Background: an optimization exercise with open tools, aiming at small area. Do not read the settings as production practice.
At most, simulation tests tie the RTL to the original design; equivalence was not proved.
Function not checked in runs 1 to 3: the RTL went through the layout flow alone.
No activity file was given, so power comes from the tool's default toggle rates.

==> flow/config.mk <==
export PLATFORM = sky130hd
export DESIGN_NAME = x10_core
export DESIGN_NICKNAME = x10_core
export VERILOG_FILES = /design/flow/design.v
export SDC_FILE = /design/flow/constraint.sdc
export NUM_CORES = 4
export LEC_CHECK = 0
export ABC_AREA = 1
export CAP_MARGIN = 20
export CORE_MARGIN = 2
export CORE_UTILIZATION = 40
export CTS_BUF_LIST = sky130_fd_sc_hd__clkbuf_4
export SLEW_MARGIN = 20
==> flow/constraint.sdc <==
create_clock -name core_clock -period 10.0 [get_ports {clk}]
set_input_delay 2.0000 -clock core_clock [delete_from_list [all_inputs] [get_ports {clk}]]
set_output_delay 2.0000 -clock core_clock [all_outputs]
set_load 0.01 [all_outputs]
==> flow/design.v <==
module x10_ctrl (
    input  wire       clk,
    input  wire       load,
    input  wire [2:0] cfg_sel,
    input  wire [2:0] cfg_max,
    input  wire [2:0] cfg_mult,
    input  wire [1:0] cfg_idle,
    input  wire       act_valid,
    input  wire [2:0] act_unit,
    input  wire       act_on,
    input  wire       slow_tick,
    output reg        od_valid,
    output wire [2:0] od_slot,
    output wire [2:0] mux_slot
);
    reg       m3, m4;
    reg [2:0] scan_mult;
    reg [1:0] idle_mode;
    reg [4:1] cam;
    reg       scan;
    reg [3:0] tcnt;
    assign mux_slot = {cam[4], cam[2] | cam[3], cam[1] | cam[3]};
    assign od_slot  = mux_slot;
    wire idle_scan = (idle_mode == 2'd0);
    wire idle_prio = (idle_mode == 2'd1);
    wire       low   = !(cam[4] | cam[3] | cam[2]);           
    wire [4:1] prev_c = {low & m4, cam[4] | (low & m3 & !m4), cam[3] | (low & !m3), cam[2]};
    wire [4:1] next_c = {cam[3] & m4, cam[2] & m3, cam[1],
                         !(cam[1] | cam[2] | cam[3]) | (cam[2] & !m3) | (cam[3] & !m4)};
    wire [4:1] u_hot = {act_unit == 3'd4, act_unit == 3'd3, act_unit == 3'd2, act_unit == 3'd1};
    wire act_row = act_valid && (act_unit != 3'd0) &&
                   !(u_hot[3] && !m3) && !(u_hot[4] && !m4);
    reg [4:1] nx_cam;
    reg       nx_scan;
    reg [3:0] nx_tcnt;
    always @(*) begin
        nx_cam  = cam;
        nx_scan = scan;
        nx_tcnt = tcnt;
        if (act_row) begin
            case ({act_unit, act_on})
                {3'd5, 1'b1}: nx_scan = 1'b1;
                {3'd5, 1'b0}: begin nx_scan = 1'b0; nx_cam = 4'b0000; end
                {3'd6, 1'b1}: begin nx_scan = 1'b0; nx_cam = prev_c; end
                {3'd6, 1'b0}: begin nx_scan = 1'b0; nx_cam = next_c; end
                default:
                    if (act_on) begin
                        nx_scan = 1'b0;
                        nx_cam  = u_hot;
                    end else if (cam == u_hot) begin
                        if (idle_scan) nx_scan = 1'b1;
                        else if (idle_prio) begin nx_scan = 1'b0; nx_cam = 4'b0001; end
                    end
            endcase
            if (!(nx_scan && scan))
                nx_tcnt = 4'd0;
        end else if (slow_tick) begin
            if (scan ? (tcnt[2:0] == scan_mult) : (tcnt == 4'd12)) begin
                nx_tcnt = 4'd0;
                if (scan)
                    nx_cam = next_c;
                else if (idle_scan)
                    nx_scan = 1'b1;
                else if (idle_prio)
                    nx_cam = 4'b0001;
            end else begin
                nx_tcnt = tcnt + 4'd1;
            end
        end
    end
    always @(posedge clk) begin
        if (load) begin
            m3        <= cfg_max[2] | cfg_max[0];
            m4        <= cfg_max[2];
            scan_mult <= cfg_mult;
            idle_mode <= cfg_idle;
            tcnt      <= 4'd0;
            cam       <= (cfg_idle == 2'd1) ? 4'b0001 :
                         {cfg_sel == 3'd4, cfg_sel == 3'd3, cfg_sel == 3'd2, cfg_sel == 3'd1};
            scan      <= (cfg_idle == 2'd0);
            od_valid  <= 1'b1;
        end else begin
            cam       <= nx_cam;
            scan      <= nx_scan;
            tcnt      <= nx_tcnt;
            od_valid  <= (nx_cam != cam);
        end
    end
endmodule
module x10_core (
    input  wire       clk,
    input  wire       rst,             
    input  wire       cfg_variant_b,
    input  wire [2:0] cfg_sel,
    input  wire [2:0] cfg_max,
    input  wire [2:0] cfg_mult,
    input  wire [3:0] cfg_house,
    input  wire [1:0] cfg_idle,
    input  wire       ev_valid,
    input  wire [1:0] ev_kind,         
    input  wire [7:0] ev_data,
    output wire       ev_ready,
    output wire       tx_valid,
    output wire [7:0] tx_data,
    input  wire       tx_ready,
    output wire       od_valid,
    output wire [2:0] od_slot,
    output wire [2:0] mux_slot,
    output wire       rep_valid,
    output wire [7:0] rep_byte,
    output reg        want_resync
);
    localparam [2:0] M_IDLE  = 3'd0;    
    localparam [2:0] M_MASK  = 3'd1;    
    localparam [2:0] M_PAY   = 3'd2;    
    localparam [2:0] M_DISC  = 3'd3;    
    localparam [2:0] M_TX    = 3'd4;    
    localparam [2:0] M_REP   = 3'd5;    
    localparam [2:0] M_RUN   = 3'd6;    
    localparam [2:0] M_FLUSH = 3'd7;    
    function [3:0] raw_house(input vb, input [3:0] h);
        case ({vb, h})
            5'h00: raw_house = 4'h6; 5'h01: raw_house = 4'hE;
            5'h02: raw_house = 4'h2; 5'h03: raw_house = 4'hA;
            5'h04: raw_house = 4'h1; 5'h05: raw_house = 4'h9;
            5'h06: raw_house = 4'h5; 5'h07: raw_house = 4'hD;
            5'h08: raw_house = 4'h7; 5'h09: raw_house = 4'hF;
            5'h0A: raw_house = 4'h3; 5'h0B: raw_house = 4'hB;
            5'h0C: raw_house = 4'h0; 5'h0D: raw_house = 4'h8;
            5'h0E: raw_house = 4'h4; 5'h0F: raw_house = 4'hC;
            5'h10: raw_house = 4'h6; 5'h11: raw_house = 4'h7;
            5'h12: raw_house = 4'h4; 5'h13: raw_house = 4'h5;
            5'h14: raw_house = 4'h8; 5'h15: raw_house = 4'h9;
            5'h16: raw_house = 4'hA; 5'h17: raw_house = 4'hB;
            5'h18: raw_house = 4'hE; 5'h19: raw_house = 4'hF;
            5'h1A: raw_house = 4'hC; 5'h1B: raw_house = 4'hD;
            5'h1C: raw_house = 4'h0; 5'h1D: raw_house = 4'h1;
            5'h1E: raw_house = 4'h2; default: raw_house = 4'h3;
        endcase
    endfunction
    function [2:0] device_a(input [3:0] raw);
        case (raw)
            4'h6: device_a = 3'd1;
            4'hE: device_a = 3'd2;
            4'h2: device_a = 3'd3;
            4'hA: device_a = 3'd4;
            4'h1: device_a = 3'd5;
            4'h9: device_a = 3'd6;
            default: device_a = 3'd0;
        endcase
    endfunction
    localparam [3:0] B_NONE = 4'b1001;
    function [3:0] code_b(input [7:0] u);
        code_b = (!u[7] && u[2:0] == 3'd0 && !(u[6] && u[3])) ? u[6:3] : B_NONE;
    endfunction
    reg       variant_b;
    reg [3:0] house_raw;     
    reg [2:0] mode;
    reg [3:0] cnt;           
    reg [31:0] q;            
    reg [2:0] last_unit;     
    reg [5:0] tk;            
    reg       b_mine;
    reg [3:0] token;         
    wire [7:0] q_byte = {q[28], q[24], q[20], q[16], q[12], q[8], q[4], q[0]};
    assign ev_ready = !mode[2];
    wire accept    = ev_valid && !mode[2];
    wire acc_byte  = accept && (ev_kind == 2'd0);
    wire acc_tick  = accept && (ev_kind == 2'd1);
    wire acc_sync  = accept && (ev_kind == 2'd2);
    wire load      = rst || (accept && (ev_kind == 2'd3));
    assign tx_valid = (mode == M_TX);
    assign tx_data  = cnt[3] ? 8'hC3 : (cnt[2:0] == 3'd7) ? 8'h9B : 8'h00;
    assign rep_valid = (mode == M_REP);
    assign rep_byte  = q_byte;
    wire mine = (ev_data[7:4] == house_raw);
    wire       pay_func = q[0];
    wire [3:0] pay_act  = {(mine && pay_func && ev_data[3:1] == 3'b001) ?
                           last_unit : 3'd0, !ev_data[0]};
    wire [3:0] b_code = code_b(q_byte);
    wire b_go = acc_byte && variant_b && (cnt == 4'd4) && (ev_data == 8'hAD) &&
                b_mine && (token != b_code);
    wire tk_wrap   = variant_b ? tk[2] : (tk == 6'd59);
    wire slow_tick = acc_tick && (!variant_b || tk_wrap);
    wire       run       = (mode == M_RUN);
    wire       act_valid = run || (b_go && !(b_code[3] && b_code[0]));
    wire [2:0] act_unit  = run ? q[3:1] :
                           (b_code[3] ? (b_code[1] ? 3'd6 : 3'd5) : {1'b0, b_code[0], b_code[1]} + 3'd1);
    wire       act_on    = run ? q[0] : !b_code[2];
    x10_ctrl u_ctrl (
        .clk       (clk),
        .load      (load),
        .cfg_sel   (cfg_sel),
        .cfg_max   (cfg_max),
        .cfg_mult  (cfg_mult),
        .cfg_idle  (cfg_idle),
        .act_valid (act_valid),
        .act_unit  (act_unit),
        .act_on    (act_on),
        .slow_tick (slow_tick),
        .od_valid  (od_valid),
        .od_slot   (od_slot),
        .mux_slot  (mux_slot)
    );
    wire cnt_end = (cnt == 4'd1);
    always @(posedge clk) begin
        if (load) begin
            variant_b   <= cfg_variant_b;
            house_raw   <= raw_house(cfg_variant_b, cfg_house);
            mode        <= M_FLUSH;
            cnt         <= 4'd8;
            last_unit   <= 3'd0;
            tk          <= 6'd0;
            want_resync <= 1'b0;
            token       <= B_NONE;
        end else begin
            case (mode)
                M_IDLE: if (acc_byte) begin
                    if (!variant_b) begin
                        if (ev_data == 8'h5A) begin
                            mode <= M_TX; cnt <= 4'd9;
                        end else if (ev_data == 8'h00) begin
                            mode <= M_TX; cnt <= 4'd1;
                        end else if (ev_data == 8'hA5) begin
                            mode <= M_TX; cnt <= 4'd7;
                        end else if (ev_data == 8'h55) begin
                        end else if (ev_data <= 8'd9) begin
                            mode <= M_MASK; cnt <= ev_data[3:0];
                        end else begin
                            {q[28], q[24], q[20], q[16], q[12], q[8], q[4], q[0]} <= ev_data;
                            mode <= M_REP; cnt <= 4'd10;
                        end
                    end else begin
                        case (cnt)
                            4'd0: cnt <= (ev_data == 8'hD5) ? 4'd1 : 4'd0;
                            4'd1: cnt <= (ev_data == 8'hAA) ? 4'd2 : 4'd0;
                            4'd2: begin
                                b_mine <= mine;
                                cnt <= 4'd3;
                            end
                            4'd3: begin
                                {q[28], q[24], q[20], q[16], q[12], q[8], q[4], q[0]} <= ev_data;
                                cnt <= 4'd4;
                            end
                            default: begin
                                cnt <= 4'd0;
                                if (b_go) token <= b_code;
                            end
                        endcase
                    end
                end
                M_MASK, M_PAY, M_DISC: if (acc_byte) begin
                    if (mode == M_MASK)
                        {q[28], q[24], q[20], q[16], q[12], q[8], q[4], q[0]} <= ev_data;
                    if (mode == M_PAY) begin
                        q <= {pay_act, q[31:4]};
                        if (mine && !pay_func)
                            last_unit <= device_a(ev_data[3:0]);
                    end
                    if (cnt_end) begin
                        mode <= (mode == M_DISC) ? M_IDLE : M_RUN;
                        cnt  <= 4'd8;
                    end else begin
                        if (mode == M_MASK) mode <= M_PAY;
                        cnt <= cnt - 4'd1;
                    end
                end
                M_TX: if (tx_ready) begin
                    cnt <= cnt - 4'd1;
                    if (cnt[2:0] == 3'd1)
                        mode <= M_IDLE;
                end
                M_REP: mode <= M_DISC;
                default: begin
                    q   <= {4'd0, q[31:4]};
                    cnt <= cnt - 4'd1;
                    if (cnt_end) begin
                        mode <= M_IDLE;
                        cnt  <= 4'd0;
                    end
                end
            endcase
            if (acc_tick) begin
                if (variant_b) token <= B_NONE;
                if (tk_wrap) begin
                    tk <= 6'd0;
                    if (!variant_b) want_resync <= 1'b1;
                end else begin
                    tk <= tk + 6'd1;
                end
            end
            if (acc_sync && mode == M_IDLE)
                want_resync <= 1'b0;
        end
    end
endmodule
==> flow/run.sh <==
#!/bin/bash
# synth_recipe.tcl (not shown) runs the flow's synth.tcl, then flattens the netlist and writes it again
# the make line also repeats each setting of config.mk as NAME=value (left out here)
make -C /OpenROAD-flow-scripts/flow DESIGN_CONFIG=/design/flow/config.mk WORK_HOME=/design/flow/orfs CLKGATE_MAP_FILE= SYNTH_SCRIPT=/design/flow/synth_recipe.tcl finish
==> results.yml, run 1 <==
worst_setup_path:
  regToRegEndpoint: "u_ctrl.tcnt[0]"
  critPathKind: "input port to flop"
  reg2reg_slack_ns: 7.07
  crit-reg2reg-launch: "mode[2]"
  reg2reg_depth: 15
  critPathMaxFanout: 12
  critPathLaunchType: "input port"
  cp.required_ns: 10.39
  crit_arrival_ns: 4.86
  crit_path_end_kind: "flop"
hold_path:
  worstHoldPathType: "flop to flop"
  hold_depth: 0
  hold_end: "q[15]"
  worstHoldStart: "q[19]"
floorplanning:
  fp.dieW_um: 113
  dieArea_mm2: 0.0127
  rows: 39
  dieHeight_um: 113
  core_area_mm2: 0.0115
  initial_core_util: 0.413
  pin_count: 57
cells_and_area:
  drive_gt1_frac: 0.0844
  final_cell_mix: "107 x nand2_1, 82 x inv_1, 63 x nor2_1"
  final_common_cell: "nand2_1"
  syn_to_final_growth_pct: 15.4
  num_antenna_cells: 0
  nets: 686
  fin_util: 0.477
  stdcell_area_mm2: 0.00547
yosys:
  syn_inst: 604
  synth_ff_type: "edfxtp_1"
  async_reset_ff_frac: 0
  synth_top_area_share: 0.292
  synth_edf_count: 46
  ys_seq_elements: 76
  synth_seq_area_share: 0.418
  yosys_warnings: 2
  synth_area_leader_cell: "edfxtp_1"
  synthDistinctLibCells: 50
  yosys-top-cells-area: "edfxtp_1 29%, dfxtp_1 13%, nand2_1 8.5%"
  syn_avg_cell_area_um2: 7.84
  synth_area_mm2: 0.00474
clock_tree:
  clkTransAtPathRegs_ns: 0.11
  clock_sinks: 76
  cts_resized: 0
  hold_buffers: 0
  clock_path_buffers: 2
  insertion_delay_ns: 0.46
  cts_setup_buffers: 0
  cts_inserted_buffers: 9
  htree_levels: 3
  cts_root_buf: "clkbuf_4"
  cts_tree: "built"
global_route:
  antenna_found_initial: 0
  gr-total-overflow: 0
  grt_use_total: 0.184
  grt_max_degree: 25
  grt_pass1_wl_um: 18800
  grt_pass1_vias: 3917
timing:
  drv_slew: 0
  tns_ns: 0
  tightest_slew_ns: 0.810
  rsz0062_at_grt: "false"
  post-route-min-period_ns: 4.48
  hold_violations: 0
  fin_crit_sh: 0.448
  fin_skew_ns: 0.0195
  setup_viol_count_final: 0
  clock.fmax_mhz: 223
  slew_headroom: 0.455
  fin_hold_ws_ns: 0.435
detailed_routing:
  drcViolationCount: 0
  initialDrtViolationCount: 277
  ant_nets: 0
  viasPerCell: 5.22
  first_pass_iters: 5
  wl_met2_um: 4770
  highest_layer: "met4"
  wl_met1_um: 5490
  wl_met3_um: 568
  drt_wl_total_um: 11000
  vias: 4153
  post_drt_wl_per_cell_um: 13.9
placed_design:
  place_hpwl_um: 8470
  post_dp_cell_area_mm2: 0.00531
  io_buffers: 53
  gp_congestion: 0.949
power:
  vdd_drop_max_uv: 141
  power_uw: 1350
  power_density_mw_per_mm2: 248
  power.static_leakage_uw: 0.00213
run:
  drv_cap: 0
outcome:
  run_status: "no timing/DRC/antenna violations"
## routing by layer
metal,GRT usage,vias to the layer above
met5,0,-
met4,0.0675,0
met3,0.0445,18
met2,0.273,110
met1,0.260,1908
li1,-,2117
## synth_stat cells (3+ instances only)
cell,n
clkbuf_1,4
dfxtp_1,30
inv_2,8
nor2_1,63
o2111ai_1,3
nand3_1,41
o21ai_0,37
buf_4,18
xor2_1,10
nand2_1,107
a211oi_1,5
o22ai_1,5
o211ai_1,4
inv_1,82
nor2_2,3
nand3_2,3
ha_1,9
a31oi_1,7
nor3_1,17
edfxtp_1,46
o221ai_1,3
nand4_1,11
nor2_4,6
o31ai_1,3
nand2_2,5
xnor2_1,4
a21oi_1,38
## cell families (layout without fill, tap and decap cells)
kind of cell / count (synthesis) / after routing / share of synthesized area
AO/OA/AOI/OAI: 117 / 117 / 0.146
XOR/XNOR: 14 / 14 / 0.0259
adder cells (fa/ha/maj): 9 / 9 / 0.0238
buffers and inverters: 116 / 163 / 0.109
flip-flops: 76 / 76 / 0.418
other: 1 / 2 / 0.000792
AND/OR/NAND/NOR: 271 / 271 / 0.276
## worst max-delay path by stage
stage,startpoint,to,cells after the start
floorplan,ev_valid,q[10],6
global placement,ev_data[0],u_ctrl.tcnt[2],13
detailed placement,ev_data[0],u_ctrl.tcnt[2],13
CTS,ev_data[0],u_ctrl.tcnt[0],13
global route,ev_data[0],u_ctrl.tcnt[1],13
finish,ev_data[0],u_ctrl.tcnt[0],13
## worst max-delay path, cell delays in order
cell	delay, ns
clkdlybuf4s50_1	0.52
inv_1	0.11
nor2_1	0.22
nand3_1	0.16
nor4_4	0.36
nand2_1	0.15
o21ai_1	0.15
nand3_1	0.38
inv_1	0.34
nand3_2	0.17
nand2_2	0.12
nand2_1	0.06
a21oi_1	0.13
## registers in the layout (all words and copies together), names as in the netlist, 2 cells and up, named ones only
signal and count:
q 32, tk 6, cnt 4, house_raw 4, u_ctrl.cam 4, u_ctrl.tcnt 4
last_unit 3, mode 3, u_ctrl.scan_mult 3, token 2, u_ctrl.idle_mode 2
## power breakdown
part           internal [uW]  total (uW)  switching (uW)
Clock                    106         214             108
Combinational            231         613             383
Sequential               452         526            74.0
Total                    789        1350             565
## through the flow
stage,cells,worst slack [ns]
2_1_floorplan,605,2.93
3_3_place_gp,779,5.07
3_5_place_dp,779,5.06
4_1_cts,795,5.56
5_1_grt,795,5.21
6_report,795,5.52
## layout make-up
class	count	area, um^2
fillers	1121	6000
inverters	91	347
repair buffers	56	553
well taps	143	179
clock inverters	5	76.3
multi-input cells	413	2250
clock buffers	11	82.6
flip-flops and latches	76	1980
==> run 2: changes to the inputs <==
--- a/flow/design.v
+++ b/flow/design.v
@@ -30,42 +30,27 @@
     wire [4:1] u_hot = {act_unit == 3'd4, act_unit == 3'd3, act_unit == 3'd2, act_unit == 3'd1};
-    wire act_row = act_valid && (act_unit != 3'd0) &&
-                   !(u_hot[3] && !m3) && !(u_hot[4] && !m4);
-    reg [4:1] nx_cam;
-    reg       nx_scan;
-    reg [3:0] nx_tcnt;
-    always @(*) begin
-        nx_cam  = cam;
-        nx_scan = scan;
-        nx_tcnt = tcnt;
-        if (act_row) begin
-            case ({act_unit, act_on})
-                {3'd5, 1'b1}: nx_scan = 1'b1;
-                {3'd5, 1'b0}: begin nx_scan = 1'b0; nx_cam = 4'b0000; end
-                {3'd6, 1'b1}: begin nx_scan = 1'b0; nx_cam = prev_c; end
-                {3'd6, 1'b0}: begin nx_scan = 1'b0; nx_cam = next_c; end
-                default:
-                    if (act_on) begin
-                        nx_scan = 1'b0;
-                        nx_cam  = u_hot;
-                    end else if (cam == u_hot) begin
-                        if (idle_scan) nx_scan = 1'b1;
-                        else if (idle_prio) begin nx_scan = 1'b0; nx_cam = 4'b0001; end
-                    end
-            endcase
-            if (!(nx_scan && scan))
-                nx_tcnt = 4'd0;
-        end else if (slow_tick) begin
-            if (scan ? (tcnt[2:0] == scan_mult) : (tcnt == 4'd12)) begin
-                nx_tcnt = 4'd0;
-                if (scan)
-                    nx_cam = next_c;
-                else if (idle_scan)
-                    nx_scan = 1'b1;
-                else if (idle_prio)
-                    nx_cam = 4'b0001;
-            end else begin
-                nx_tcnt = tcnt + 4'd1;
-            end
-        end
-    end
+    wire u_ok  = u_hot[1] | u_hot[2] | (u_hot[3] & m3) | (u_hot[4] & m4);
+    wire u5    = (act_unit == 3'd5);
+    wire u6    = (act_unit == 3'd6);
+    wire a_row  = act_valid & (u_ok | u5 | u6);
+    wire a_sel  = act_valid & act_on & u_ok;                      
+    wire a_off  = act_valid & !act_on & |(u_hot & cam);           
+    wire a_scan = act_valid & act_on & u5;
+    wire a_sel0 = act_valid & !act_on & u5;
+    wire a_prev = act_valid & act_on & u6;
+    wire a_next = act_valid & !act_on & u6;
+    wire t_wrap = slow_tick & (scan ? (tcnt[2:0] == scan_mult) : (tcnt == 4'd12));
+    wire pol    = a_off | (t_wrap & !scan);                       
+    wire p_scan = pol & idle_scan;
+    wire p_prio = pol & idle_prio;
+    wire go_nxt = a_next | (t_wrap & scan);
+    wire stop   = a_sel | a_sel0 | a_prev | a_next | p_prio;      
+    wire start  = a_scan | p_scan;                                
+    wire [4:1] nx_cam = a_sel  ? u_hot :
+                        a_prev ? prev_c :
+                        go_nxt ? next_c :
+                        p_prio ? 4'b0001 :
+                        a_sel0 ? 4'b0000 : cam;
+    wire nx_scan = !stop & (start | scan);
+    wire [3:0] nx_tcnt = (a_row | t_wrap) ? ((scan & !stop & !a_row) ? 4'd0 : (scan & !stop) ? tcnt : 4'd0) :
+                         slow_tick ? tcnt + 4'd1 : tcnt;
     always @(posedge clk) begin
@@ -151,6 +136,2 @@
     endfunction
-    localparam [3:0] B_NONE = 4'b1001;
-    function [3:0] code_b(input [7:0] u);
-        code_b = (!u[7] && u[2:0] == 3'd0 && !(u[6] && u[3])) ? u[6:3] : B_NONE;
-    endfunction
     reg       variant_b;
@@ -162,3 +143,2 @@
     reg [5:0] tk;            
-    reg       b_mine;
     reg [3:0] token;         
@@ -179,12 +159,13 @@
                            last_unit : 3'd0, !ev_data[0]};
-    wire [3:0] b_code = code_b(q_byte);
-    wire b_go = acc_byte && variant_b && (cnt == 4'd4) && (ev_data == 8'hAD) &&
-                b_mine && (token != b_code);
+    wire       b_valid = !ev_data[7] && ev_data[2:0] == 3'd0 && !(ev_data[6] && ev_data[3]);
+    wire [3:0] b_act   = {!b_valid ? 3'd0 :
+                          ev_data[6] ? (ev_data[4] ? 3'd6 : 3'd5) :
+                          {1'b0, ev_data[3], ev_data[4]} + 3'd1, !ev_data[5]};
+    wire [3:0] push_act = variant_b ? b_act : pay_act;
+    wire b_go = (cnt == 4'd4) && (ev_data == 8'hAD) && (token != q[31:28]);
     wire tk_wrap   = variant_b ? tk[2] : (tk == 6'd59);
     wire slow_tick = acc_tick && (!variant_b || tk_wrap);
-    wire       run       = (mode == M_RUN);
-    wire       act_valid = run || (b_go && !(b_code[3] && b_code[0]));
-    wire [2:0] act_unit  = run ? q[3:1] :
-                           (b_code[3] ? (b_code[1] ? 3'd6 : 3'd5) : {1'b0, b_code[0], b_code[1]} + 3'd1);
-    wire       act_on    = run ? q[0] : !b_code[2];
+    wire       act_valid = (mode == M_RUN);
+    wire [2:0] act_unit  = q[3:1];
+    wire       act_on    = q[0];
     x10_ctrl u_ctrl (
@@ -214,3 +195,3 @@
             want_resync <= 1'b0;
-            token       <= B_NONE;
+            token       <= 4'd0;
         end else begin
@@ -233,16 +214,14 @@
                     end else begin
-                        case (cnt)
-                            4'd0: cnt <= (ev_data == 8'hD5) ? 4'd1 : 4'd0;
-                            4'd1: cnt <= (ev_data == 8'hAA) ? 4'd2 : 4'd0;
-                            4'd2: begin
-                                b_mine <= mine;
-                                cnt <= 4'd3;
-                            end
-                            4'd3: begin
-                                {q[28], q[24], q[20], q[16], q[12], q[8], q[4], q[0]} <= ev_data;
-                                cnt <= 4'd4;
+                        case (cnt[2:0])
+                            3'd0: cnt <= (ev_data == 8'hD5) ? 4'd1 : 4'd0;
+                            3'd1: cnt <= (ev_data == 8'hAA) ? 4'd2 : 4'd0;
+                            3'd2: cnt <= {!mine, 3'd3};
+                            3'd3: begin
+                                q   <= {push_act, q[31:4]};
+                                cnt <= cnt + 4'd1;
                             end
                             default: begin
-                                cnt <= 4'd0;
-                                if (b_go) token <= b_code;
+                                mode <= b_go ? M_RUN : M_FLUSH;
+                                cnt  <= 4'd8;
+                                if (b_go) token <= q[31:28];
                             end
@@ -255,3 +234,3 @@
                     if (mode == M_PAY) begin
-                        q <= {pay_act, q[31:4]};
+                        q <= {push_act, q[31:4]};
                         if (mine && !pay_func)
@@ -283,3 +262,3 @@
             if (acc_tick) begin
-                if (variant_b) token <= B_NONE;
+                if (variant_b) token <= 4'd0;
                 if (tk_wrap) begin
--- a/flow/config.mk
+++ b/flow/config.mk
@@ -11,3 +11,5 @@
 export CORE_UTILIZATION = 40
-export CTS_BUF_LIST = sky130_fd_sc_hd__clkbuf_4
+export CTS_BUF_LIST = sky130_fd_sc_hd__clkbuf_16
+export CTS_CLUSTER_DIAMETER = 500
+export CTS_CLUSTER_SIZE = 100
 export SLEW_MARGIN = 20
==> run 2 against run 1 <==
  * Worst setup slack got worse by 0.0026 ns
  * Global-route usage decreased by 1.1 points
  * First-iteration DRC count increased by 14%
  * Combinational power decreased by 29%
  * Clock power increased by 54%
  * Largest power group is now sequential cells
  * Sequential power decreased by 4%
  * Highest routed layer unchanged
==> results.yml, run 2 <==
outcome:
  run_status: "no timing/DRC/antenna violations"
detailed_routing:
  post_drt_wl_per_cell_um: 14.1
  first_pass_iters: 5
  ant_nets: 0
  initialDrtViolationCount: 317
  drt_wl_total_um: 10800
  vias: 4018
  viasPerCell: 5.25
  drcViolationCount: 0
cells_and_area:
  final_common_cell: "nand2_1"
  fillCellCount: 1105
  top_regs: "q x32, tk x6"
  syn_to_final_growth_pct: 17.7
  num_antenna_cells: 0
  drive_gt1_frac: 0.111
  final_cell_mix: "84 x nand2_1, 74 x inv_1, 60 x nor2_1"
  nets: 659
  largest_reg_flops: 32
  fin_util: 0.482
  multi_input_area_mm2: 0.00220
  top_register: "q"
  seq_area_mm2: 0.00194
power:
  power.static_leakage_uw: 0.00220
  vdd_drop_max_uv: 105
  comb_power_share: 0.342
  pwr-share-seq: 0.400
  p_switching_uw: 462
  pwr-share-clk: 0.259
  p_sw_frac: 0.364
  power_density_mw_per_mm2: 231
  p_int_uw: 808
timing:
  rsz0062_at_grt: "false"
  tns_ns: 0
  drv_slew: 0
  tightest_slew_ns: 0.857
  hold_violations: 0
  fin_skew_ns: 0.0120
  clock.fmax_mhz: 223
  setup_viol_count_final: 0
  slew_headroom: 0.428
  fin_crit_sh: 0.448
  post-route-min-period_ns: 4.48
worst_setup_path:
  cp_cell_sequence: "inv_2, nor3_1, clkdlybuf4s50_1"
  crit_arrival_ns: 2.48
  cp_num_buf_inv: 2
  crit_start: "mode[2]"
  crit-reg2reg-launch: "mode[2]"
  critPathMaxFanout: 12
  slowest_delay_ns: 0.84
  cp.required_ns: 8.00
  cpLargestDelayFamily: "buffers and inverters"
  cp_slowest_cell: "dfxtp_1"
  crit_path_end_kind: "output pin"
  critPathLaunchType: "flop"
  critPathKind: "flop to output pin"
yosys:
  yosys-top-cells-area: "edfxtp_1 28%, dfxtp_1 13%, nand2_1 6.7%"
  synth_ff_type: "edfxtp_1"
  syn_avg_cell_area_um2: 8.10
  ys_seq_elements: 75
  async_reset_ff_frac: 0
  synthTopCellsByCount: "84 x nand2_1, 74 x inv_1, 60 x nor2_1"
  yosys_warnings: 2
  synth_area_mm2: 0.00468
  syn_inst: 578
  synth_edf_count: 44
  synthDistinctLibCells: 50
  synth_area_leader_cell: "edfxtp_1"
  synth_top_area_share: 0.282
  synth_seq_area_share: 0.415
  synth_most_common_cell: "nand2_1"
floorplanning:
  fp.dieW_um: 112
  dieHeight_um: 112
  rows: 39
  pin_count: 57
  dieArea_mm2: 0.0126
  core_area_mm2: 0.0114
  initial_core_util: 0.410
clock_tree:
  clock_path_buffers: 2
  cts_inserted_buffers: 9
  cts_setup_buffers: 0
  htree_levels: 3
  cts_resized: 0
  hold_buffers: 0
  clock_sinks: 75
  cts_tree: "built"
  cts_root_buf: "clkbuf_16"
  insertion_delay_ns: 0.34
  clkTransAtPathRegs_ns: 0.07
global_route:
  grt_pass1_wl_um: 17400
  grtUsageMet1: 0.212
  grt_use_total: 0.173
  antenna_found_initial: 0
  grt_pass1_vias: 3692
  use_met2: 0.299
  grt-busiest-layer: "met2"
  gr-total-overflow: 0
  grt_max_degree: 25
  grtUsageMet3: 0.0367
hold_path:
  worstHoldStart: "q[18]"
  worstHoldPathType: "flop to flop"
placed_design:
  io_buffers: 53
  gp_congestion: 0.912
  place_hpwl_um: 8190
run:
  drv_cap: 0
-- run 2: path summary, 6_finish.rpt --
path / slack (ns) / to / depth (start not counted)
min: 0.41 / q[14] / 0
max reg2reg: 7.24 / q[20] / 4
min reg2reg: 0.41 / q[14] / 0
max: 5.52 / rep_valid / 3
-- run 2: power groups by stage --
stage,Sequential [uW],Clock (uW),Combinational [uW]
after global placement,511,0,426
after global routing,518,347,482
after floorplan,489,0,336
after detailed placement,513,0,433
after CTS,508,334,435
final,507,329,434
-- run 2: area by class of cell --
cell class,count,share of cell area
Timing Repair Buffer,55,0.0991
Sequential cell,75,0.353
Clock buffer,9,0.0409
Clock inverter,7,0.0134
Inverter,90,0.0618
Tap cell,143,0.0325
Multi-Input combinational cell,387,0.400
-- run 2: cell families after synthesis --
logic type      share of synthesized area
simple gates                        0.269
mux                               0.00241
compound gates                      0.135
buf+inv                             0.117
other cells                      0.000801
fa+ha+maj                          0.0294
xor+xnor                           0.0318
flops                               0.415
-- run 2: per-layer routing --
metal  share of wire  wire length (um)  vias up
li1                -                 -     2025
met1            0.44              4790     1870
met2            0.50              5360      108
met3           0.043               470       15
met4           0.018               192        0
met5               0                 0        -
-- run 2: per-stage QoR --
step	cell area, um^2	cells	hold WS, ns	setup slack, ns	total power (uW)
final	5510	766	0.409	5.52	1270
after global routing	5510	766	0.418	5.41	1350
after CTS	5510	766	0.413	5.49	1280
after detailed placement	5210	750	0.406	5.51	946
after global placement	5210	750	0.401	5.54	936
after floorplan	4680	579	0.400	3.05	825
==> run 3: changes to the inputs <==
--- a/flow/config.mk
+++ b/flow/config.mk
@@ -11,5 +11,5 @@
 export CORE_UTILIZATION = 40
-export CTS_BUF_LIST = sky130_fd_sc_hd__clkbuf_16
-export CTS_CLUSTER_DIAMETER = 500
-export CTS_CLUSTER_SIZE = 100
+export CTS_BUF_LIST = sky130_fd_sc_hd__clkbuf_8
+export CTS_CLUSTER_DIAMETER = 100
+export CTS_CLUSTER_SIZE = 40
 export SLEW_MARGIN = 20
==> run 3 against run 2 <==
  * Highest routed layer unchanged
  * Register-to-register slack got worse by 0.02 ns
  * Critical endpoint unchanged
  * Sequential power about the same
  * Die area unchanged
  * Still clean
  * Sequential share of layout area increased by 0.66 points
  * Clock-buffer cell count unchanged
  * Synthesized area unchanged
==> results.yml, run 3 <==
global_route:
  gr-total-overflow: 0
  antenna_found_initial: 0
  grt_pass1_wl_um: 17400
  grt_pass1_vias: 3706
  grt_use_total: 0.173
  grt_max_degree: 25
clock_tree:
  clock_sinks: 75
  cts_setup_buffers: 0
  hold_buffers: 0
  insertion_delay_ns: 0.37
  clkTransAtPathRegs_ns: 0.09
  clock_path_buffers: 2
  cts_root_buf: "clkbuf_8"
  cts_tree: "built"
  htree_levels: 3
  cts_inserted_buffers: 9
  cts_resized: 0
yosys:
  synth_area_mm2: 0.00468
  synth_area_leader_cell: "edfxtp_1"
  synthDistinctLibCells: 50
  syn_avg_cell_area_um2: 8.10
  synth_most_common_cell: "nand2_1"
  synthTopCellsByCount: "84 x nand2_1, 74 x inv_1, 60 x nor2_1"
  synth_top_area_share: 0.282
  syn_inst: 578
  synth_ff_type: "edfxtp_1"
  synth_seq_area_share: 0.415
  ys_seq_elements: 75
  async_reset_ff_frac: 0
  yosys_warnings: 2
  yosys-top-cells-area: "edfxtp_1 28%, dfxtp_1 13%, nand2_1 6.7%"
  synth_edf_count: 44
timing:
  clock.fmax_mhz: 221
  fin_skew_ns: 0.0165
  tns_ns: 0
  post-route-min-period_ns: 4.52
  slew_headroom: 0.414
  hold_violations: 0
  tightest_slew_ns: 0.879
  fin_crit_sh: 0.452
  setup_viol_count_final: 0
  rsz0062_at_grt: "false"
  drv_slew: 0
detailed_routing:
  first_pass_iters: 5
  post_drt_wl_per_cell_um: 14.1
  drcViolationCount: 0
  viasPerCell: 5.24
  drt_wl_total_um: 10800
  ant_nets: 0
  initialDrtViolationCount: 300
  vias: 4014
worst_setup_path:
  cp_slowest_cell: "dfxtp_1"
  critPathMaxFanout: 12
  reg2reg_depth: 4
  crit-reg2reg-launch: "mode[2]"
  cp.required_ns: 8.00
  critPathKind: "flop to output pin"
  reg2reg_slack_ns: 7.22
  cp_num_buf_inv: 2
  slowest_delay_ns: 0.85
  crit_path_end_kind: "output pin"
  cp_cell_sequence: "inv_2, nor3_1, clkdlybuf4s50_1"
  crit_start: "mode[2]"
  cpLargestDelayFamily: "buffers and inverters"
  critPathLaunchType: "flop"
  crit_arrival_ns: 2.52
  regToRegEndpoint: "q[20]"
  crit_end: "rep_valid"
  crit_cells: 3
cells_and_area:
  nets: 659
  top_register: "q"
  syn_to_final_growth_pct: 15.5
  fillCellCount: 1124
  num_antenna_cells: 0
  layout.cells.non_filler: 766
  top_regs: "q x32, tk x6"
  final_cell_mix: "84 x nand2_1, 74 x inv_1, 60 x nor2_1"
  final_common_cell: "nand2_1"
  largest_reg_flops: 32
  stdcell_area_mm2: 0.00541
  drive_gt1_frac: 0.111
placed_design:
  io_buffers: 53
  post_dp_cell_area_mm2: 0.00521
  gp_congestion: 0.912
  post-place-cells: 750
  place_hpwl_um: 8190
power:
  vdd_drop_max_uv: 105
  power.static_leakage_uw: 0.00216
  power_uw: 1180
  power_density_mw_per_mm2: 218
floorplanning:
  dieHeight_um: 112
  rows: 39
  pin_count: 57
  initial_core_util: 0.410
  core_area_mm2: 0.0114
  fp.dieW_um: 112
  dieArea_mm2: 0.0126
run:
  drv_cap: 0
hold_path:
  worstHoldStart: "q[18]"
  worstHoldPathType: "flop to flop"
outcome:
  run_status: "no timing/DRC/antenna violations"
[run 3: cell types whose count changed in the layout (fill, tap and decap cells not counted)]
cell       previous run  this run
clkbuf_16             9         0
clkbuf_8              0         9
[run 3: cell type report]
class,count,area (um^2),area share
multi-input combinational,387,2200,0.407
sequential,75,1940,0.359
timing repair buffer,55,546,0.101
inverter,90,340,0.0630
tap,143,179,0.0331
clock buffer,9,124,0.0229
clock inverter,7,73.8,0.0137
[run 3: kinds of logic after synthesis]
family,share of synthesized area
multiplexers,0.00241
buffers and inverters,0.117
other,0.000801
flip-flops,0.415
adder cells (fa/ha/maj),0.0294
XOR/XNOR,0.0318
AND/OR/NAND/NOR,0.269
AO/OA/AOI/OAI,0.135
[run 3: power by group]
group | switching, uW | leakage, uW | internal (uW)
logic | 261 | 0.00138 | 173
clock network | 123 | 0.000102 | 117
registers | 67.4 | 0.000678 | 440
[run 3: how the worst min path moves through the flow]
stage,end,slack (ns),depth (start not counted)
2_1_floorplan,q[10],0.40,0
3_3_place_gp,q[23],0.40,0
3_5_place_dp,q[6],0.41,0
4_1_cts,q[14],0.41,0
5_1_grt,q[14],0.42,0
6_report,q[14],0.41,0
[run 3: worst register-to-register path: stages, from the launching register on]
cell and delay (ns):
dfxtp_1 0.85, nor2_8 0.10, a31oi_4 0.57, nand3_1 0.18, a21oi_1 0.71
[run 3: per-stage QoR]
stage	utilization	hold slack, ns	worst slack, ns
floorplan	-	0.400	3.05
global placement	0.456	0.401	5.54
detailed placement	0.456	0.406	5.51
CTS	0.473	0.413	5.46
global route	0.473	0.420	5.36
finish	0.473	0.409	5.48
[run 3: per-layer routing]
metal | GRT usage | share of wire | vias up
met2 | 0.300 | 0.50 | 101
met4 | 0.0553 | 0.017 | 0
li1 | - | - | 2020
met5 | 0 | 0 | -
met1 | 0.212 | 0.44 | 1876
met3 | 0.0448 | 0.043 | 17
==> run 4: changes to the inputs <==
--- a/flow/design.v
+++ b/flow/design.v
@@ -29,9 +29,11 @@
                          !(cam[1] | cam[2] | cam[3]) | (cam[2] & !m3) | (cam[3] & !m4)};
-    wire [4:1] u_hot = {act_unit == 3'd4, act_unit == 3'd3, act_unit == 3'd2, act_unit == 3'd1};
+    wire [2:0] k = act_unit;
+    wire [4:1] u_hot = {k == 3'b110, k == 3'b100, k == 3'b111, k == 3'b101};
     wire u_ok  = u_hot[1] | u_hot[2] | (u_hot[3] & m3) | (u_hot[4] & m4);
-    wire u5    = (act_unit == 3'd5);
-    wire u6    = (act_unit == 3'd6);
+    wire u5    = (k == 3'b001);
+    wire u6    = (k == 3'b011);
+    wire hit   = |(u_hot & cam);
     wire a_row  = act_valid & (u_ok | u5 | u6);
     wire a_sel  = act_valid & act_on & u_ok;                      
-    wire a_off  = act_valid & !act_on & |(u_hot & cam);           
+    wire a_off  = act_valid & !act_on & hit;                      
     wire a_scan = act_valid & act_on & u5;
@@ -53,4 +55,5 @@
     wire nx_scan = !stop & (start | scan);
-    wire [3:0] nx_tcnt = (a_row | t_wrap) ? ((scan & !stop & !a_row) ? 4'd0 : (scan & !stop) ? tcnt : 4'd0) :
-                         slow_tick ? tcnt + 4'd1 : tcnt;
+    wire nx_od   = a_prev | go_nxt | (a_sel & !hit) | (a_sel0 & |cam) | (p_prio & !cam[1]);
+    wire t_clr   = t_wrap | (a_row & !(scan & !stop));
+    wire t_inc   = slow_tick & !t_wrap;
     always @(posedge clk) begin
@@ -69,4 +72,5 @@
             scan      <= nx_scan;
-            tcnt      <= nx_tcnt;
-            od_valid  <= (nx_cam != cam);
+            if (t_clr | t_inc)
+                tcnt  <= t_clr ? 4'd0 : tcnt + 4'd1;
+            od_valid  <= nx_od;
         end
@@ -127,9 +131,9 @@
         case (raw)
-            4'h6: device_a = 3'd1;
-            4'hE: device_a = 3'd2;
-            4'h2: device_a = 3'd3;
-            4'hA: device_a = 3'd4;
-            4'h1: device_a = 3'd5;
-            4'h9: device_a = 3'd6;
-            default: device_a = 3'd0;
+            4'h6: device_a = 3'b101;
+            4'hE: device_a = 3'b111;
+            4'h2: device_a = 3'b100;
+            4'hA: device_a = 3'b110;
+            4'h1: device_a = 3'b001;
+            4'h9: device_a = 3'b011;
+            default: device_a = 3'b000;
         endcase
@@ -160,5 +164,3 @@
     wire       b_valid = !ev_data[7] && ev_data[2:0] == 3'd0 && !(ev_data[6] && ev_data[3]);
-    wire [3:0] b_act   = {!b_valid ? 3'd0 :
-                          ev_data[6] ? (ev_data[4] ? 3'd6 : 3'd5) :
-                          {1'b0, ev_data[3], ev_data[4]} + 3'd1, !ev_data[5]};
+    wire [3:0] b_act   = {b_valid & !ev_data[6], ev_data[4], b_valid & !ev_data[3], !ev_data[5]};
     wire [3:0] push_act = variant_b ? b_act : pay_act;
@@ -255,6 +257,4 @@
                     cnt <= cnt - 4'd1;
-                    if (cnt_end) begin
-                        mode <= M_IDLE;
-                        cnt  <= 4'd0;
-                    end
+                    if (cnt_end)
+                        mode <= M_IDLE;     
                 end
--- a/flow/config.mk
+++ b/flow/config.mk
@@ -7,3 +7,2 @@
 export LEC_CHECK = 0
-export ABC_AREA = 1
 export CAP_MARGIN = 20
@@ -12,4 +11,2 @@
 export CTS_BUF_LIST = sky130_fd_sc_hd__clkbuf_8
-export CTS_CLUSTER_DIAMETER = 100
-export CTS_CLUSTER_SIZE = 40
 export SLEW_MARGIN = 20
==> run 4 against run 3 <==
  * Clock skew increased by 0.00093 ns
  * Sequential power increased by 1%
  * Synthesized area decreased by 7.0%
  * Fmax increased by 0.69%
  * Total power decreased by 12%
  * Via count decreased by 12%
  * Clock power decreased by 8%
  * Sequential share of layout area increased by 3.5 points
  * Final area decreased by 6.9%
==> results.yml, run 4 <==
outcome:
  run_status: "no timing/DRC/antenna violations"
clock_tree:
  clkTransAtPathRegs_ns: 0.09
  clock_path_buffers: 2
  cts_tree: "built"
  htree_levels: 3
  cts_resized: 0
  cts_setup_buffers: 0
  insertion_delay_ns: 0.37
  cts_root_buf: "clkbuf_8"
  clock_sinks: 75
  cts_inserted_buffers: 9
  hold_buffers: 0
global_route:
  gr-total-overflow: 0
  grt_pass1_wl_um: 16600
  grt_use_total: 0.181
  antenna_found_initial: 0
  grt_max_degree: 33
  grt_pass1_vias: 3390
yosys:
  yosys-top-cells-area: "edfxtp_1 33%, dfxtp_1 12%, nor2_1 3.7%"
  syn_avg_cell_area_um2: 9.65
  ys_seq_elements: 75
  synth_top_area_share: 0.331
  synth_seq_area_share: 0.456
  synth_area_leader_cell: "edfxtp_1"
  synth_area_mm2: 0.00435
  async_reset_ff_frac: 0
  syn_inst: 451
  synth_edf_count: 48
  synth_most_common_cell: "edfxtp_1"
  synth_ff_type: "edfxtp_1"
  yosys_warnings: 2
  synthDistinctLibCells: 75
  synthTopCellsByCount: "48 x edfxtp_1, 43 x nor2_1, 31 x o21ai_0"
timing:
  layout_setup_ws_ns: 5.52
  slew_headroom: 0.317
  fin_skew_ns: 0.0174
  rsz0062_at_grt: "false"
  clock.fmax_mhz: 223
  tns_ns: 0
  setup_viol_count_final: 0
  post-route-min-period_ns: 4.48
  tightest_slew_ns: 1.01
  hold_violations: 0
  drv_slew: 0
  fin_crit_sh: 0.448
detailed_routing:
  post_drt_wl_per_cell_um: 16.1
  initialDrtViolationCount: 218
  ant_nets: 0
  viasPerCell: 5.68
  drt_wl_total_um: 10000
  vias: 3537
  drcViolationCount: 0
  first_pass_iters: 5
floorplanning:
  rows: 38
  dieArea_mm2: 0.0117
  core_area_mm2: 0.0107
  dieHeight_um: 108
  pin_count: 57
  initial_core_util: 0.405
  fp.dieW_um: 108
worst_setup_path:
  critPathLaunchType: "flop"
  cp_cell_sequence: "nand2b_1, nor2_1, clkdlybuf4s50_1"
  slowest_delay_ns: 0.97
  critPathKind: "flop to output pin"
  crit_path_end_kind: "output pin"
  critPathMaxFanout: 32
  cp_slowest_cell: "dfxtp_1"
  cp.required_ns: 8.00
  crit_arrival_ns: 2.48
power:
  power_density_mw_per_mm2: 208
  power.static_leakage_uw: 0.00177
  vdd_drop_max_uv: 116
cells_and_area:
  top_regs: "q x32, tk x6"
  multi_input_area_mm2: 0.00207
  largest_reg_flops: 32
  drive_gt1_frac: 0.0725
  fillCellCount: 1050
  nets: 518
  top_register: "q"
  syn_to_final_growth_pct: 15.6
  final_common_cell: "clkdlybuf4s50_1"
  seq_area_mm2: 0.00198
  num_antenna_cells: 0
  fin_util: 0.468
  final_cell_mix: "53 x clkdlybuf4s50_1, 48 x edfxtp_1, 43 x nor2_1"
run:
  drv_cap: 0
placed_design:
  gp_congestion: 0.871
  place_ws_ns: 5.62
  io_buffers: 53
  place_hpwl_um: 7170
hold_path:
  worstHoldPathType: "flop to flop"
==> run 4: cell types whose count changed after synthesis, sizes merged, moves of 6 or more <==
cell / change
nand2: -73
nor2b: +12
a31oi: +6
or4: +6
nand2b: +9
nand4: -8
nand3: -26
inv: -70
nor2: -33
mux2i: +7
clkbuf: +17
o21ai: -12
nor3: -6
==> run 4: final cells by class <==
class / count / area share
multi-input cells: 318 / 0.412
flip-flops and latches: 75 / 0.394
repair buffers: 56 / 0.110
well taps: 140 / 0.0348
clock buffers: 9 / 0.0246
inverters: 18 / 0.0134
clock inverters: 7 / 0.0112
==> run 4: kinds of logic after synthesis <==
family | count (synthesis) | synth area share
and+or+nand+nor | 157 | 0.201
other | 1 | 0.000862
muxes | 12 | 0.0290
xor gates and xnor gates | 17 | 0.0342
buffers and inverters | 59 | 0.0690
adders and majority gates | 10 | 0.0288
AOI/OAI and AO/OA | 120 | 0.182
DFF | 75 | 0.456
==> run 4: power breakdown <==
part | switching, uW | total (uW) | internal (uW)
clock network | 128 | 222 | 94.0
registers | 84.7 | 514 | 429
logic | 154 | 309 | 155
total | 366 | 1040 | 678
==> run 4: final timing paths <==
| check | startpoint | to | slack (ns) | cells after the start |
|---|---|---|---|---|
| setup reg to reg | mode[2] | q[12] | 7.13 | 5 |
| hold / removal | q[21] | q[17] | 0.43 | 0 |
| setup / recovery | mode[2] | rep_valid | 5.52 | 3 |
| hold reg to reg | q[21] | q[17] | 0.43 | 0 |
==> run 4: critical path: cells and delay by family (launching register included) <==
family        cells  cell delay, ns
simple gates      2            0.55
buf+inv           1            0.60
flops             1            0.97
==> run 4: metrics by stage <==
step / area [um^2] / hold WS, ns / power, uW / std cells
floorplan: 4350 / 0.400 / 729 / 452
global placement: 4850 / 0.402 / 823 / 607
CTS: 5030 / 0.428 / 1050 / 623
global route: 5030 / 0.432 / 1110 / 623
finish: 5030 / 0.425 / 1040 / 623
detailed placement: 4850 / 0.406 / 828 / 607
==> run 4: metal layers <==
layer	vias up	track usage	wire length, um
li1	1727	-	-
met1	1687	0.229	4470
met2	106	0.301	4840
met3	17	0.0458	526
met4	0	0.0604	202
met5	-	0	0
==> run 5: changes to the inputs <==
==> flow/flow/run.sh (new file) <==
#!/bin/bash
# Own layout flow: the standard flow (standard.sh, all ORFS steps) with
#  - the standard synthesis script (synth_recipe.tcl), except that its ABC
#    call uses the area-oriented mapping script flow/area.abc; the registers
#    are mapped before ABC runs, so they are the standard synthesis's
#  - the settings in flow/extra.mk added to the standard flow's config.mk
# Each tool's full output is in own_flow.log and in ORFS's logs under orfs/.
set -euo pipefail
W=$(pwd)
F="$W/flow"
{
  echo "proc abc {args} { set i [lsearch -exact \$args -script]; if {\$i >= 0} { lset args [expr {\$i + 1}] {$F/area.abc} }; yosys abc {*}\$args }"
  cat "$W/synth_recipe.tcl"
} > "$W/own_synth.tcl"
cp "$W/config.mk" "$W/own_config.mk"
cat "$F/extra.mk" >> "$W/own_config.mk"
sed -e "s#SYNTH_SCRIPT=[^ ]*#SYNTH_SCRIPT=$W/own_synth.tcl#" \
    -e "s#DESIGN_CONFIG=[^ ]*#DESIGN_CONFIG=$W/own_config.mk#" \
    "$W/standard.sh" > "$W/own_standard.sh"
bash "$W/own_standard.sh" > "$W/own_flow.log" 2>&1
==> flow/flow/area.abc (new file) <==
strash
&get -n
&st
&syn2
&dch -f
&nf -a -R 1000
&put
strash
&get -n
&st
&synch2
&dch -f
&nf -a -R 1000
&put
strash
&get -n
&st
&synch2
&dch -f
&nf -a -R 1000
&put
topo
==> flow/flow/extra.mk (new file) <==
# Appended to the standard flow's config.mk by run.sh.
# Port buffers: the smallest buffer (the outputs drive 0.01 pF).
export BUFFER_PORTS_ARGS = -buffer_cell sky130_fd_sc_hd__buf_1
# Clock tree: clkbuf_8 buffers, no dummy loads.
export CTS_ARGS = -sink_clustering_enable -repair_clock_nets -buf_list sky130_fd_sc_hd__clkbuf_8 -dont_use_dummy_load
==> flow/standard.sh (new file) <==
#!/bin/bash
# synth_recipe.tcl (not shown) runs the flow's synth.tcl, then flattens the netlist and writes it again
# the make line also repeats each setting of config.mk as NAME=value (left out here)
make -C /OpenROAD-flow-scripts/flow DESIGN_CONFIG=/design/flow/config.mk WORK_HOME=/design/flow/orfs CLKGATE_MAP_FILE= SYNTH_SCRIPT=/design/flow/synth_recipe.tcl "${@:-finish}"
--- a/flow/config.mk
+++ b/flow/config.mk
@@ -10,3 +10,2 @@
 export CORE_UTILIZATION = 40
-export CTS_BUF_LIST = sky130_fd_sc_hd__clkbuf_8
 export SLEW_MARGIN = 20
removed: flow/run.sh
==> run 5 against run 4 <==
  * Wire length fell by 15%
  * Critical path depth rose by 9
  * Worst setup slack got worse by 0.48 ns
  * Synthesized area fell by 8.8%
  * Utilization fell by 1.9 points
  * Global-route usage fell by 1.4 points
  * First-iteration DRC count fell by 18%
  * Sequential power fell by about 10%
  * Final area fell by 14%
  * Clock power fell by 21%
  * Largest cell class is now flip-flops and latches
  * Cell count fell by 6.7%
  * Via count fell by 11%
==> results.yml, run 5 <==
yosys:
  synth_ff_type: "edfxtp_1"
  synthDistinctLibCells: 50
  synth_top_area_share: 0.363
  synth_seq_area_share: 0.499
  synth_area_mm2: 0.00397
  yosys-top-cells-area: "edfxtp_1 36%, dfxtp_1 14%, nor2_1 5.0%"
  syn_avg_cell_area_um2: 9.90
  syn_inst: 401
  yosys_warnings: 2
  synthTopCellsByCount: "53 x nor2_1, 48 x edfxtp_1, 33 x nand2_1"
  synth_most_common_cell: "nor2_1"
  ys_seq_elements: 75
  synth_area_leader_cell: "edfxtp_1"
  async_reset_ff_frac: 0
  synth_edf_count: 48
detailed_routing:
  wl_met2_um: 3850
  wl_met3_um: 525
  drcViolationCount: 0
  vias: 3153
  first_pass_iters: 4
  wl_met1_um: 4100
  drt_wl_total_um: 8560
  viasPerCell: 5.43
  post_drt_wl_per_cell_um: 14.7
  ant_nets: 0
  initialDrtViolationCount: 179
  highest_layer: "met4"
power:
  power.static_leakage_uw: 0.00147
  power_density_mw_per_mm2: 194
  vdd_drop_max_uv: 91.4
  power_uw: 844
worst_setup_path:
  critPathMaxFanout: 9
  crit_arrival_ns: 5.14
  cp.required_ns: 10.17
  critPathLaunchType: "input port"
  crit_path_end_kind: "flop"
  critPathKind: "input port to flop"
outcome:
  run_status: "no timing/DRC/antenna violations"
global_route:
  grt_pass1_wl_um: 14400
  antenna_found_initial: 0
  gr-total-overflow: 0
  grt_max_degree: 25
  grt_use_total: 0.166
  grt_pass1_vias: 2994
clock_tree:
  cts_resized: 0
  cts_tree: "built"
  cts_root_buf: "clkbuf_8"
  clock_path_buffers: 2
  clock_sinks: 75
  cts_inserted_buffers: 9
  hold_buffers: 0
  insertion_delay_ns: 0.35
  clkTransAtPathRegs_ns: 0.08
  cts_setup_buffers: 0
  htree_levels: 3
cells_and_area:
  drive_gt1_frac: 0.0290
  fillCellCount: 951
  nets: 490
  final_cell_mix: "53 x nor2_1, 53 x buf_1, 48 x edfxtp_1"
  syn_to_final_growth_pct: 9.58
  top_regs: "q x32, tk x6"
  largest_reg_flops: 32
  num_antenna_cells: 0
  top_register: "q"
  layout.cells.non_filler: 581
floorplanning:
  core_area_mm2: 0.00968
  initial_core_util: 0.410
  rows: 36
  pin_count: 57
  dieArea_mm2: 0.0107
  fp.dieW_um: 104
  dieHeight_um: 104
timing:
  clock.fmax_mhz: 201
  rsz0062_at_grt: "false"
  tns_ns: 0
  post-route-min-period_ns: 4.97
  drv_slew: 0
  slew_headroom: 0.440
  setup_viol_count_final: 0
  tightest_slew_ns: 0.841
  fin_skew_ns: 0.0181
  fin_crit_sh: 0.497
  hold_violations: 0
  fin_hold_ws_ns: 0.416
placed_design:
  io_buffers: 53
  post-place-cells: 572
  gp_congestion: 0.835
  place_hpwl_um: 6170
hold_path:
  worstHoldPathType: "flop to flop"
run:
  drv_cap: 0
run 5: layer usage:
layer  vias to the layer above  global-route usage
met4                         0              0.0521
li1                       1559                   -
met3                         7              0.0535
met2                        87               0.262
met1                      1500               0.219
met5                         -                   0
run 5: final timing paths:
| path | start | slack, ns | end | cells after the start |
|---|---|---|---|---|
| min reg2reg | q[19] | 0.42 | q[15] | 0 |
| min | q[19] | 0.42 | q[15] | 0 |
| max | ev_valid | 5.03 | u_ctrl.tcnt[0] | 12 |
| max reg2reg | mode[2] | 6.23 | u_ctrl.tcnt[0] | 11 |
run 5: report_power, final:
group          internal [uW]  total (uW)  switching [uW]
sequential               408         462            54.0
clock                   80.1         176            95.5
combinational           80.8         206             125
run 5: metrics by stage:
step                 util  area [um^2]  worst slack (ns)
finish              0.449         4350              5.03
global route        0.449         4350              4.64
CTS                 0.449         4350              4.85
detailed placement  0.436         4220              4.52
global placement    0.436         4220              4.56
floorplan               -         3970              1.87
run 5: logic make-up (layout without fill, tap and decap cells):
group / count (synthesis) / after routing / share of synthesized area
other: 1 / 2 / 0.000945
xor gates and xnor gates: 20 / 20 / 0.0441
adders and majority gates: 10 / 10 / 0.0315
AOI/OAI and AO/OA: 88 / 88 / 0.136
DFF: 75 / 75 / 0.499
muxes: 16 / 16 / 0.0463
and+or+nand+nor: 158 / 158 / 0.194
buffers and inverters: 33 / 79 / 0.0482
run 5: critical path, cell delays in order:
cell	delay, ns
buf_1	0.09
nor2b_1	0.34
nand2_1	0.09
nor2_1	0.48
o21ai_0	0.35
nor2_1	0.22
a41oi_1	0.08
or3b_1	0.44
nand2_1	0.10
nor4b_1	0.05
a2111oi_1	0.76
a2111oi_0	0.14
run 5: layout make-up:
class	count	area, um^2	area share
Sequential cell	75	1980	0.456
Clock buffer	9	124	0.0285
Inverter	15	56.3	0.0129
Multi-Input combinational cell	294	1810	0.415
Tap cell	133	166	0.0383
Timing Repair Buffer	55	214	0.0492
==> run 6: changes to the inputs <==
--- a/flow/design.v
+++ b/flow/design.v
@@ -145,5 +145,4 @@
     reg [31:0] q;            
-    reg [2:0] last_unit;     
+    reg [3:0] tl;
     reg [5:0] tk;            
-    reg [3:0] token;         
     wire [7:0] q_byte = {q[28], q[24], q[20], q[16], q[12], q[8], q[4], q[0]};
@@ -162,3 +161,3 @@
     wire [3:0] pay_act  = {(mine && pay_func && ev_data[3:1] == 3'b001) ?
-                           last_unit : 3'd0, !ev_data[0]};
+                           tl[2:0] : 3'd0, !ev_data[0]};
     wire       b_valid = !ev_data[7] && ev_data[2:0] == 3'd0 && !(ev_data[6] && ev_data[3]);
@@ -166,4 +165,4 @@
     wire [3:0] push_act = variant_b ? b_act : pay_act;
-    wire b_go = (cnt == 4'd4) && (ev_data == 8'hAD) && (token != q[31:28]);
-    wire tk_wrap   = variant_b ? tk[2] : (tk == 6'd59);
+    wire b_go = (cnt == 4'd4) && (ev_data == 8'hAD) && (tl != q[31:28]);
+    wire tk_wrap   = variant_b ? tk[3] : (tk == 6'b010100);
     wire slow_tick = acc_tick && (!variant_b || tk_wrap);
@@ -194,6 +193,5 @@
             cnt         <= 4'd8;
-            last_unit   <= 3'd0;
             tk          <= 6'd0;
             want_resync <= 1'b0;
-            token       <= 4'd0;
+            tl          <= 4'd0;
         end else begin
@@ -227,3 +225,3 @@
                                 cnt  <= 4'd8;
-                                if (b_go) token <= q[31:28];
+                                if (b_go) tl <= q[31:28];
                             end
@@ -238,3 +236,3 @@
                         if (mine && !pay_func)
-                            last_unit <= device_a(ev_data[3:0]);
+                            tl <= {1'b0, device_a(ev_data[3:0])};
                     end
@@ -262,3 +260,3 @@
             if (acc_tick) begin
-                if (variant_b) token <= 4'd0;
+                if (variant_b) tl <= 4'd0;
                 if (tk_wrap) begin
@@ -267,3 +265,3 @@
                 end else begin
-                    tk <= tk + 6'd1;
+                    tk <= {tk[4:0], !(tk[5] ^ tk[4])};
                 end
==> flow/flow/area.abc (replaced) <==
strash
&get -n
&deepsyn -I 1 -J 100
&put
strash
&get -n
&st
&dch -f
&nf -a -R 1000
&put
strash
&get -n
&st
&dch -f
&nf -a -R 1000
&put
topo
==> run 6 against run 5 <==
  * Clock-buffer cell count stayed put
  * Register-to-register slack worse by 0.02 ns
  * Clock power is 4% lower
  * Via count is 6.4% lower
  * First-iteration DRC count is 19% lower
  * Cell count is 7.4% lower
  * Die area is 4.3% lower
  * Sequential cell count is 3 lower
  * Clock skew is 0.0060 ns higher
  * Critical endpoint is now q[23]
==> results.yml, run 6 <==
timing:
  fin_crit_sh: 0.508
  setup_viol_count_final: 0
  rsz0062_at_grt: "false"
  layout_setup_ws_ns: 4.92
  tightest_slew_ns: 0.961
  fin_hold_ws_ns: 0.410
  slew_headroom: 0.350
  hold_violations: 0
  tns_ns: 0
  clock.fmax_mhz: 197
  post-route-min-period_ns: 5.08
  drv_slew: 0
  fin_skew_ns: 0.0241
yosys:
  synth_ff_type: "edfxtp_1"
  synth-xor-area-share: 0.0393
  yosys-top-cells-area: "edfxtp_1 38%, dfxtp_1 13%, nor2_1 4.2%"
  synth_area_leader_cell: "edfxtp_1"
  synth_area_mm2: 0.00379
  async_reset_ff_frac: 0
  synth-compound-area-share: 0.140
  syn_avg_cell_area_um2: 9.92
  synthDistinctLibCells: 46
  synth_edf_count: 48
  synthAdderAreaFrac: 0.0330
  synth_most_common_cell: "edfxtp_1"
  synth_seq_area_share: 0.507
  synth-simple-area-share: 0.194
  synthTopCellsByCount: "48 x edfxtp_1, 42 x nor2_1, 37 x nand2_1"
  syn_inst: 382
  synthMuxAreaShare: 0.0343
  synth_top_family_by_area: "simple AND/OR/NAND/NOR gates"
  yosys_warnings: 2
  ys_seq_elements: 72
  synth_top_area_share: 0.380
worst_setup_path:
  reg2reg_slack_ns: 6.21
  slowest_delay_ns: 0.83
  crit_path_end_kind: "flop"
  cp_cell_sequence: "buf_1, nor2b_1, and2_0, a21oi_1, clkinv_1, a211oi_1, nor2b_4"
  cpLargestDelayFamily: "compound AO/OA/AOI/OAI gates"
  cp.required_ns: 9.97
  critPathLaunchType: "input port"
  regToRegEndpoint: "q[23]"
  crit-reg2reg-launch: "mode[2]"
  critPathMaxFanout: 24
  crit_arrival_ns: 5.05
  reg2reg_depth: 6
  cp_slowest_cell: "clkinv_1"
  cp_num_buf_inv: 2
  critPathKind: "input port to flop"
clock_tree:
  htree_levels: 3
  insertion_delay_ns: 0.35
  cts_setup_buffers: 0
  cts_root_buf: "clkbuf_8"
  cts_inserted_buffers: 9
  cts_resized: 0
  clock_sinks: 72
  cts_tree: "built"
  clkTransAtPathRegs_ns: 0.07
  hold_buffers: 0
  clock_path_buffers: 2
global_route:
  gr-total-overflow: 0
  antenna_found_initial: 0
  grt_use_total: 0.164
  grt_pass1_wl_um: 13100
  grt_max_degree: 25
  grt_pass1_vias: 2708
power:
  power.static_leakage_uw: 0.00138
  vdd_drop_max_uv: 105
  power_density_mw_per_mm2: 230
cells_and_area:
  largest_reg_flops: 32
  num_antenna_cells: 0
  drive_gt1_frac: 0.0234
  top_register: "q"
  final_cell_mix: "53 x buf_1, 48 x edfxtp_1, 42 x nor2_1"
  fin_util: 0.449
  final_common_cell: "buf_1"
  syn_to_final_growth_pct: 8.91
  nets: 469
  top_regs: "q x32, tk x6"
floorplanning:
  dieHeight_um: 101
  initial_core_util: 0.412
  pin_count: 57
  core_area_mm2: 0.00920
  fp.dieW_um: 101
  rows: 35
  dieArea_mm2: 0.0103
detailed_routing:
  initialDrtViolationCount: 145
  viasPerCell: 5.49
  drt_wl_total_um: 8040
  drcViolationCount: 0
  ant_nets: 0
  first_pass_iters: 4
  post_drt_wl_per_cell_um: 14.9
  vias: 2951
placed_design:
  place_hpwl_um: 5930
  place_ws_ns: 4.17
  io_buffers: 53
  gp_congestion: 0.877
hold_path:
  worstHoldStart: "q[9]"
  worstHoldPathType: "flop to flop"
  hold_end: "q[5]"
  hold_depth: 0
outcome:
  run_status: "no timing/DRC/antenna violations"
run:
  drv_cap: 0
## run 6: cell families after synthesis
family,Yosys count
AND/OR/NAND/NOR,153
AO/OA/AOI/OAI,83
flip-flops,72
buffers and inverters,34
XOR/XNOR,17
multiplexers,12
adder cells (fa/ha/maj),10
other,1
## run 6: per-layer routing
metal / vias up / GRT usage / part of all wire
met5: - / 0 / 0
met4: 0 / 0.0468 / 0.014
met3: 12 / 0.0504 / 0.057
met2: 97 / 0.268 / 0.48
met1: 1368 / 0.211 / 0.45
li1: 1474 / - / -
## run 6: cell type report
cell class,instances,area (um^2)
fill,897,5070
inverter,16,60.1
sequential,72,1920
multi-input combinational,277,1690
timing repair buffer,53,199
clock buffer,9,124
tap,111,139
## run 6: worst max-delay path by stage
stage	to	from	slack, ns	depth (start not counted)
final	q[23]	ev_valid	4.92	7
after CTS	q[23]	ev_valid	4.54	7
after global placement	q[2]	ev_valid	4.25	7
after global routing	q[19]	ev_valid	4.62	7
after floorplan	q[10]	ev_valid	4.89	6
after detailed placement	q[11]	ev_valid	4.17	7
## run 6: stage by stage
stage               cells  total power (uW)  instance area, um^2
detailed placement    529               784                 4000
floorplan             383               719                 3790
finish                538               949                 4130
global placement      529               780                 4000
CTS                   538               956                 4120
global route          538              1010                 4130
## run 6: worst reg2reg max path: stages, from the launching register on
cell	delay (ns)
dfxtp_1	0.51
nor2b_1	0.12
and2_0	0.25
a21oi_1	0.53
clkinv_1	0.83
a211oi_1	0.53
nor2b_4	0.64
## run 6: where the power goes
part           switching [uW]  internal [uW]
clock                    88.7           80.1
combinational             163            107
sequential               72.0            438

## re-timing with driven ports
How much do the figures lean on ideal ports? The routed layouts below were timed once more, with nothing changed but the port constraints. Step 1 sets driving cells, clkbuf_16 on the clock port and buf_2 on the other inputs (assumed; they add their load-dependent delay and slew). Step 2, shift: input delay + t, output delay - t, t = (earliest + latest rising clock arrival at the registers) / 2. This alone moves slack from input paths to output paths. Slacks: ideal / step 1 / step 2; pairs: ideal / step 1.
| run | t (ns) | setup slack, ns | pins driven straight from the clock port |
|---|---|---|---|
| run 1 | 0.483 | 5.523 / 5.527 / 5.044 | 1 |
| run 2 | 0.373 | 5.520 / 5.483 / 5.542 | 1 |
| run 3 | 0.391 | 5.485 / 5.452 / 5.534 | 1 |
| run 4 | 0.392 | 5.515 / 5.482 / 5.616 | 1 |
| run 5 | 0.378 | 5.033 / 5.010 / 4.632 | 1 |
| run 6 | 0.366 | 4.917 / 4.928 / 4.562 | 1 |
After both steps setup and hold are still met in every run listed. The setup slack of run 1, which loses most, moves by +0.004 ns with the drivers and by -0.479 ns with both steps.
